This is an optimization exercise on Yosys and OpenROAD, whose aim is small area, a short achievable clock period and few clock cycles, not a production implementation.
At most, simulation tests tie the RTL to the original design; equivalence was not proved.
No activity file was given, so power comes from the tool's default toggle rates.

==> v36 <==
Design cf2_blframer, start of the top module:
module cf2_blframer (
    input  wire        clk,
    input  wire        rst,           
    input  wire        boot_stay,     
    input  wire [31:0] app_word,      
    input  wire        rx_valid,
    input  wire [7:0]  rx_data,
    output wire        rx_ready,      
    output reg         tx_valid,
    output reg  [7:0]  tx_data,
    input  wire        tx_ready,
    output reg         stg_we,
    output reg         stg_re,
    output reg  [13:0] stg_addr,
    output reg  [7:0]  stg_wdata,
    input  wire [7:0]  stg_rdata,
    output reg         fc_we,
    output reg  [1:0]  fc_reg,        
    output wire [31:0] fc_addr,
    output wire [31:0] fc_wdata,
    input  wire        fc_busy,
    output reg         diag_valid,
    output reg  [1:0]  diag_code,     
    output wire        idle,
    output wire        app_mode,
    output wire        fault
);
clock: 8.0 ns
lec_check: 0
cap_margin: 20
core_margin: 2
core_utilization: 40
place_density: 0.6
slew_margin: 20
run.sh (not shown) runs the stock make flow with config.mk's settings and CLKGATE_MAP_FILE= SYNTH_SCRIPT=/design/flow/synth_recipe.tcl, a recipe that flattens the netlist after the stock synthesis.
==> inputs of v28, as changes to v36 <==
--- a/flow/design.v
+++ b/flow/design.v
@@ -34,17 +34,10 @@
     localparam [1:0] DIAG_CKSUM = 2'd1, DIAG_BOUNDS = 2'd2, DIAG_STAGE = 2'd3;
     localparam [6:0] RING_LAST = 7'd97;
     function automatic [6:0] inc(input [6:0] p);
         inc = (p == RING_LAST) ? 7'd0 : p + 7'd1;
     endfunction
-    function automatic [6:0] addmod(input [6:0] p, input [6:0] k);
-        reg [7:0] s;
-        begin
-            s = {1'b0, p} + {1'b0, k};
-            addmod = (s >= 8'd98) ? s[6:0] - 7'd98 : s[6:0];
-        end
-    endfunction
     reg app_r;
     always @(posedge clk)
         if (rst)
             app_r <= !boot_stay && (app_word != 32'hFFFF_FFFF);
     reg [7:0] ring [0:97];
@@ -80,12 +73,14 @@
     reg  [6:0] p7pos;      
     reg        p1ff;
     reg  [2:0] opc;
     reg        pg_ok;
     reg  [3:0] pg;
-    reg  [7:0] p5, p6, p7, p8;    
+    reg  [7:0] p5, p6;            
     reg        pn16;
+    reg  [3:0] n7;                
+    reg        n7big, n8nz;       
     reg        pend;
     reg        pgood;
     reg        lbok;
     reg  [6:0] pend_end;
     wire admit     = (flen >= 6'd3) && p1ff;
@@ -130,12 +125,13 @@
                     opc   <= OP_NONE;
                     pg_ok <= 1'b1;
                     pg    <= 4'd0;
                     p5    <= 8'd0;
                     p6    <= 8'd0;
-                    p7    <= 8'd0;
-                    p8    <= 8'd0;
+                    n7    <= 4'd0;
+                    n7big <= 1'b0;
+                    n8nz  <= 1'b0;
                     pn16  <= 1'b0;
                     fst   <= F_LEN;
                 end
                 F_LEN: begin
                     flen  <= b[5:0];
@@ -162,40 +158,40 @@
                           endcase
                     5'd3: begin pg_ok <= (b <= 8'd9); pg <= b[3:0]; end
                     5'd4: if (b != 8'd0) pg_ok <= 1'b0;
                     5'd5: p5 <= b;
                     5'd6: begin p6 <= b; p7pos <= inc(cpos); end
-                    5'd7: p7 <= b;
-                    5'd8: p8 <= b;
+                    5'd7: begin n7 <= b[3:0]; n7big <= (b > 8'd10); end
+                    5'd8: n8nz <= (b != 8'd0);
                     default: ;
                     endcase
                     if ({1'b0, fcnt} + 6'd1 == flen)
                         fst <= F_CKLO;
                 end
                 F_CKLO: begin
                     ck_lo_ok <= (b == ck_a);
-                    lbok     <= (flen >= 6'd7) && pg_ok &&
-                                ({1'b0, p6, p5} + {11'd0, lb_cnt_f} <= 17'd1024);
+                    lbok     <= (flen >= 6'd7) && pg_ok && (p6[7:3] == 5'd0) &&
+                                ({1'b0, p6[2:0], p5} + {7'd0, lb_cnt_f[4:0]} <= 12'd1024);
                     fst      <= F_CKHI;
                 end
                 default: begin  
                     fst <= F_SYNC1;
                 end
                 endcase
             end
-            if (fl_next) begin
+            if (fl_next)
                 {pn16, p6, p5} <= {pn16, p6, p5} + 17'd1;
-                {p8, p7}       <= {p8, p7} - 16'd1;
-            end
         end
     end
     wire f_done = f_consume && (fst == F_CKHI);
     wire [6:0] cpos_n = f_consume ? inc(cpos) : cpos;
     wire [6:0] tp_n   = dispatch ? pend_end :
                         (cmd == C_IDLE && !pend) ? cpos_n : tp;
-    wire       q63    = (wp == addmod(tp, 7'd63));
-    wire       q64    = (wp == addmod(tp, 7'd64));
+    wire [7:0] dq_raw = {1'b0, wp} - {1'b0, tp};
+    wire [6:0] dq     = dq_raw[7] ? dq_raw[6:0] + 7'd98 : dq_raw[6:0];
+    wire       q63    = (dq == 7'd63);
+    wire       q64    = (dq == 7'd64);
     reg        idle_r;
     always @(posedge clk) begin
         if (rst) begin
             wp     <= 7'd0;
             tp     <= 7'd0;
@@ -217,13 +213,13 @@
     end
     assign idle     = idle_r;
     assign app_mode = app_r;
     assign fault    = flt;
     reg  [10:0] cnt;       
-    localparam [2:0] T_H0 = 3'd0, T_H1 = 3'd1, T_TYPE = 3'd2, T_LEN = 3'd3, T_PAY = 3'd4,
-                     T_CKA = 3'd5, T_CKB = 3'd6, T_END = 3'd7;
-    reg  [2:0]  tph;
+    localparam T_H0 = 0, T_H1 = 1, T_TYPE = 2, T_LEN = 3, T_PAY = 4, T_CKA = 5, T_CKB = 6,
+               T_END = 7;
+    reg  [7:0]  tph;
     reg  [7:0]  rtype;
     reg  [5:0]  rlen;      
     reg         rgi;       
     wire [5:0]  pq   = cnt[5:0];           
     wire [7:0]  rb   = stg_wdata;          
@@ -233,11 +229,12 @@
     localparam [3:0] FP_PAGE = 4'd0, FP_EK1 = 4'd1, FP_EK2 = 4'd2, FP_ECFG = 4'd3,
                      FP_PK1 = 4'd4, FP_PK2 = 4'd5, FP_PCFG = 4'd6, FP_WORDS = 4'd7,
                      FP_NEXT = 4'd8;
     reg  [3:0]  fls;
     wire [16:0] pnum = {pn16, p6, p5};    
-    wire [15:0] nrem = {p8, p7};          
+    wire        nflt = n7big || n8nz;     
+    wire [3:0]  npg  = nflt ? 4'd10 : n7;  
     reg  [3:0]  pidx;      
     wire [10:0] rdc = cnt;   
     reg  [7:0]  wr_w;      
     reg         unsched;   
     reg         wfull;     
@@ -299,25 +296,20 @@
             endcase
         end
         if (!povr && pq >= rlen)
             povr = 1'b1;             
     end
-    wire [7:0] pre_b = povr ? pval : ring_rd;
-    reg [7:0] tsel;
-    always @(*) begin
-        case (tph)
-            T_H0:    tsel = SYNC1;
-            T_H1:    tsel = SYNC2;
-            T_TYPE:  tsel = rtype;
-            T_LEN:   tsel = {2'b00, nlen};
-            T_PAY:   tsel = rb;
-            T_CKA:   tsel = tx_a;
-            default: tsel = tx_b;
-        endcase
-    end
+    wire [7:0] st_d = (cmd == C_SEND && povr) ? pval : ring_rd;
+    wire [7:0] tsel = ({8{tph[T_H0]}}   & SYNC1) |
+                      ({8{tph[T_H1]}}   & SYNC2) |
+                      ({8{tph[T_TYPE]}} & rtype) |
+                      ({8{tph[T_LEN]}}  & {2'b00, nlen}) |
+                      ({8{tph[T_PAY]}}  & rb) |
+                      ({8{tph[T_CKA]}}  & tx_a) |
+                      ({8{tph[T_CKB]}}  & tx_b);
     wire tx_ld  = !tx_valid || tx_ready;
-    wire pf_go  = (tph == T_LEN) || (tph == T_PAY && pq != nlen);
+    wire pf_go  = tph[T_LEN] || (tph[T_PAY] && pq != nlen);
     reg [6:0] rp_n;
     always @(*) begin
         rp_n = fp_n;
         case (cmd)
         C_IDLE: if (dispatch && pgood && admit) begin
@@ -326,12 +318,12 @@
                     rp_n = p7pos;
             end
             else if (opc == OP_INFO || opc == OP_STAT || opc == OP_WRITE)
                 rp_n = fbase;
         end
-        C_LOAD:  rp_n = (cnt[4:0] == 5'd1) ? fp_n : inc(rp);
-        C_SEND:  rp_n = (tx_ld && tph == T_END) ? fp_n :
+        C_LOAD:  rp_n = (cnt[4:0] == 5'd31) ? fp_n : inc(rp);
+        C_SEND:  rp_n = (tx_ld && tph[T_END]) ? fp_n :
                         (tx_ld && pf_go) ? inc(rp) : rp;
         C_FLASH: rp_n = rp;
         default: rp_n = fp_n;
         endcase
     end
@@ -352,11 +344,11 @@
         end else begin
             case (cmd)
             C_IDLE: if (dispatch) begin
                 rtype      <= ftype;
                 rlen       <= flen;
-                tph        <= T_H0;
+                tph        <= 8'd1;
                 cnt        <= 11'd0;
                 word[15:0] <= 16'd0;
                 if (!pgood) begin
                     diag_valid <= 1'b1;
                     diag_code  <= DIAG_CKSUM;
@@ -370,11 +362,11 @@
                         rgi <= 1'b0;
                         cmd <= C_SEND;
                     end
                     OP_LOAD: begin
                         if (lbok) begin
-                            cnt      <= {6'd0, lb_cnt_f[4:0]};
+                            cnt      <= {6'd0, 5'd7 - flen[4:0]};    
                             stg_addr <= {pg, p6[1:0], p5};
                             if (lb_cnt_f != 6'd0)
                                 cmd <= C_LOAD;
                         end else begin
                             diag_valid <= 1'b1;
@@ -391,35 +383,35 @@
                     endcase
                 end
             end
             C_LOAD: begin
                 stg_we    <= 1'b1;
-                stg_wdata <= ring_rd;
+                stg_wdata <= st_d;
                 if (stg_we) stg_addr <= stg_addr + 14'd1;
-                cnt       <= cnt - 11'd1;
-                if (cnt[4:0] == 5'd1)
+                cnt       <= cnt + 11'd1;
+                if (cnt[4:0] == 5'd31)
                     cmd <= C_IDLE;
             end
             C_SEND: if (tx_ld) begin
                 tx_data <= tsel;
-                if (tph == T_END) begin
+                if (tph[T_END]) begin
                     tx_valid <= 1'b0;
                     cmd      <= C_IDLE;
                 end else
                     tx_valid <= 1'b1;
-                if (tph == T_TYPE || tph == T_LEN || tph == T_PAY) begin
+                if (tph[T_TYPE] || tph[T_LEN] || tph[T_PAY]) begin
                     word[7:0]  <= tx_a + tsel;
                     word[15:8] <= tx_b + tx_a;
                 end
-                if (tph == T_CKA)
+                if (tph[T_CKA])
                     word[15:8] <= tx_b + tx_a;
                 if (pf_go) begin
-                    stg_wdata <= pre_b;
+                    stg_wdata <= st_d;
                     cnt       <= cnt + 11'd1;
                 end
-                if (tph != T_PAY || pq == nlen)
-                    tph <= tph + 3'd1;
+                if (!tph[T_PAY] || pq == nlen)
+                    tph <= {tph[6:0], 1'b0};
             end
             C_FLASH: begin
                 if (fc_we && fc_reg == REG_WORD) wr_w <= wr_w + 8'd1;
                 if (wr_go)
                     wfull <= 1'b0;
@@ -438,15 +430,15 @@
                 FP_PAGE: begin
                     cnt     <= 11'd0;
                     wr_w    <= 8'd0;
                     unsched <= 1'b0;
                     wfull   <= 1'b0;
-                    if (nrem == 16'd0) begin
-                        tph        <= T_H0;
+                    if (pidx == npg && !nflt) begin
+                        tph        <= 8'd1;
                         word[15:0] <= 16'd0;
                         cmd        <= C_SEND;
-                    end else if (pidx == 4'd10) begin
+                    end else if (pidx == npg) begin
                         diag_valid <= 1'b1;
                         diag_code  <= DIAG_STAGE;
                         flt        <= 1'b1;
                         cmd        <= C_FAULT;
                     end else
==> flow/flow/run.sh (new file) <==
#!/bin/bash
# The standard layout, with plain buffers (buf_2) on the ports in place of the
# delay-cell buffers buffer_ports picks by default. Every port still gets its
# own buffer; all other steps are the standard.sh unchanged.
set -euo pipefail
bash standard.sh "BUFFER_PORTS_ARGS=-buffer_cell sky130_fd_sc_hd__buf_2" finish > standard_flow.log 2>&1
==> flow/standard.sh (new file) <==
#!/bin/bash
# synth_recipe.tcl (not shown) runs the flow's synth.tcl, then flattens the netlist and writes it again
# the make line also repeats each setting of config.mk as NAME=value (left out here)
make -C /OpenROAD-flow-scripts/flow DESIGN_CONFIG=/design/flow/config.mk WORK_HOME=/design/flow/orfs CLKGATE_MAP_FILE= SYNTH_SCRIPT=/design/flow/synth_recipe.tcl "${@:-finish}"
CTS_CLUSTER_DIAMETER = 80   (was unset)
CTS_CLUSTER_SIZE = 25   (was unset)
SETUP_SLACK_MARGIN = 5.0   (was unset)
removed: flow/run.sh
==> inputs of v17, as changes to v36 <==
CTS_CLUSTER_SIZE = 30   (was unset)
SETUP_SLACK_MARGIN = 4.4   (was unset)
==> metrics.md <==
| Metric | Value |
|---|---|
| Status | complete, no violations |
| Req. time, crit path | approximately 8.4 ns |
| Multi-input combinational area share | about 28% |
| Die Wd | roughly 350 um |
| Clock-cell share | under 10% |
| Met3 usage | approximately 3.2% |
| Seq cells | 1073 |
| First-pass GRT wire length | 181000 um |
| M1 GR Usage | 26.6% |
| Initial core utilization | 40.5% |
| Power per standard cell area | roughly 240 mW/mm^2 |
| Distinct cells, synth | 82 |
| Rel. slew slack | 27.7% |
| Tap cells | 1600 |
| Largest net degree at the start of global routing | 100 |
[end of results for v17]
==> metrics.md <==
| Metric | Value |
|---|---|
| Status | complete, no violations |
| Req. time, crit path | between 8 and 9 ns |
| Multi-input combinational area share | 28.1% |
| Met3 usage | 2.77% |
| First-pass GRT wire length | 179000 um |
| Power per standard cell area | between 200 and 250 mW/mm^2 |
| Initial core utilization | 40.5% |
| Rel. slew slack | 25.9% |
| Distinct cells, synth | 82 |
| Tap cells | between 1500 and 2000 |
[end of results for v36]
==> metrics.md <==
| Metric | Value |
|---|---|
| Status | complete, no violations |
| Req. time, crit path | 8.59 ns |
| Tap cells | roughly 1500 |
| Rel. slew slack | roughly 20% |
| Seq cells | 1068 |
| M1 GR Usage | 26.4% |
| Die Wd | 346 um |
| Distinct cells, synth | 98 |
| Largest net degree at the start of global routing | 100 |
| Met3 usage | under 10% |
| Power per standard cell area | 236 mW/mm^2 |
| First-pass GRT wire length | between 150000 and 200000 um |
| Multi-input combinational area share | between 20% and 30% |
[end of results for v28]
Testbench counts of v36, summed over its fixed seeds: cycles 41,977.
Testbench counts of v17, summed over its fixed seeds: cycles 41,977.
No functional check of the RTL was part of v28.

-- static timing again, ports no longer ideal --
In the flow no input, the clock included, has a driving cell. The finished layouts below were timed again as built, in two steps.
Step 1 assumes that a clkbuf_16 drives the clock port and a buf_2 every other input.
Step 2, shift: input delay + t, output delay - t, t = (earliest + latest rising clock arrival at the registers) / 2. This alone moves slack from input paths to output paths.
a / b / c = no drivers / after step 1 / after step 2; a / b = the first two.
run	t, ns	setup WS [ns]	worst setup path at the end	worst slew at a driven data input, ns
v36	0.768	3.863 / 3.863 / 3.099	input to register	0.15
v28	0.744	4.874 / 4.904 / 4.165	input to register	0.06
v17	0.768	4.487 / 4.414 / 3.685	input to register	0.13
After both steps setup and hold are still met in every run listed. For v17, which loses most, drivers alone change the setup slack by -0.073 ns; drivers and shift together by -0.802 ns.
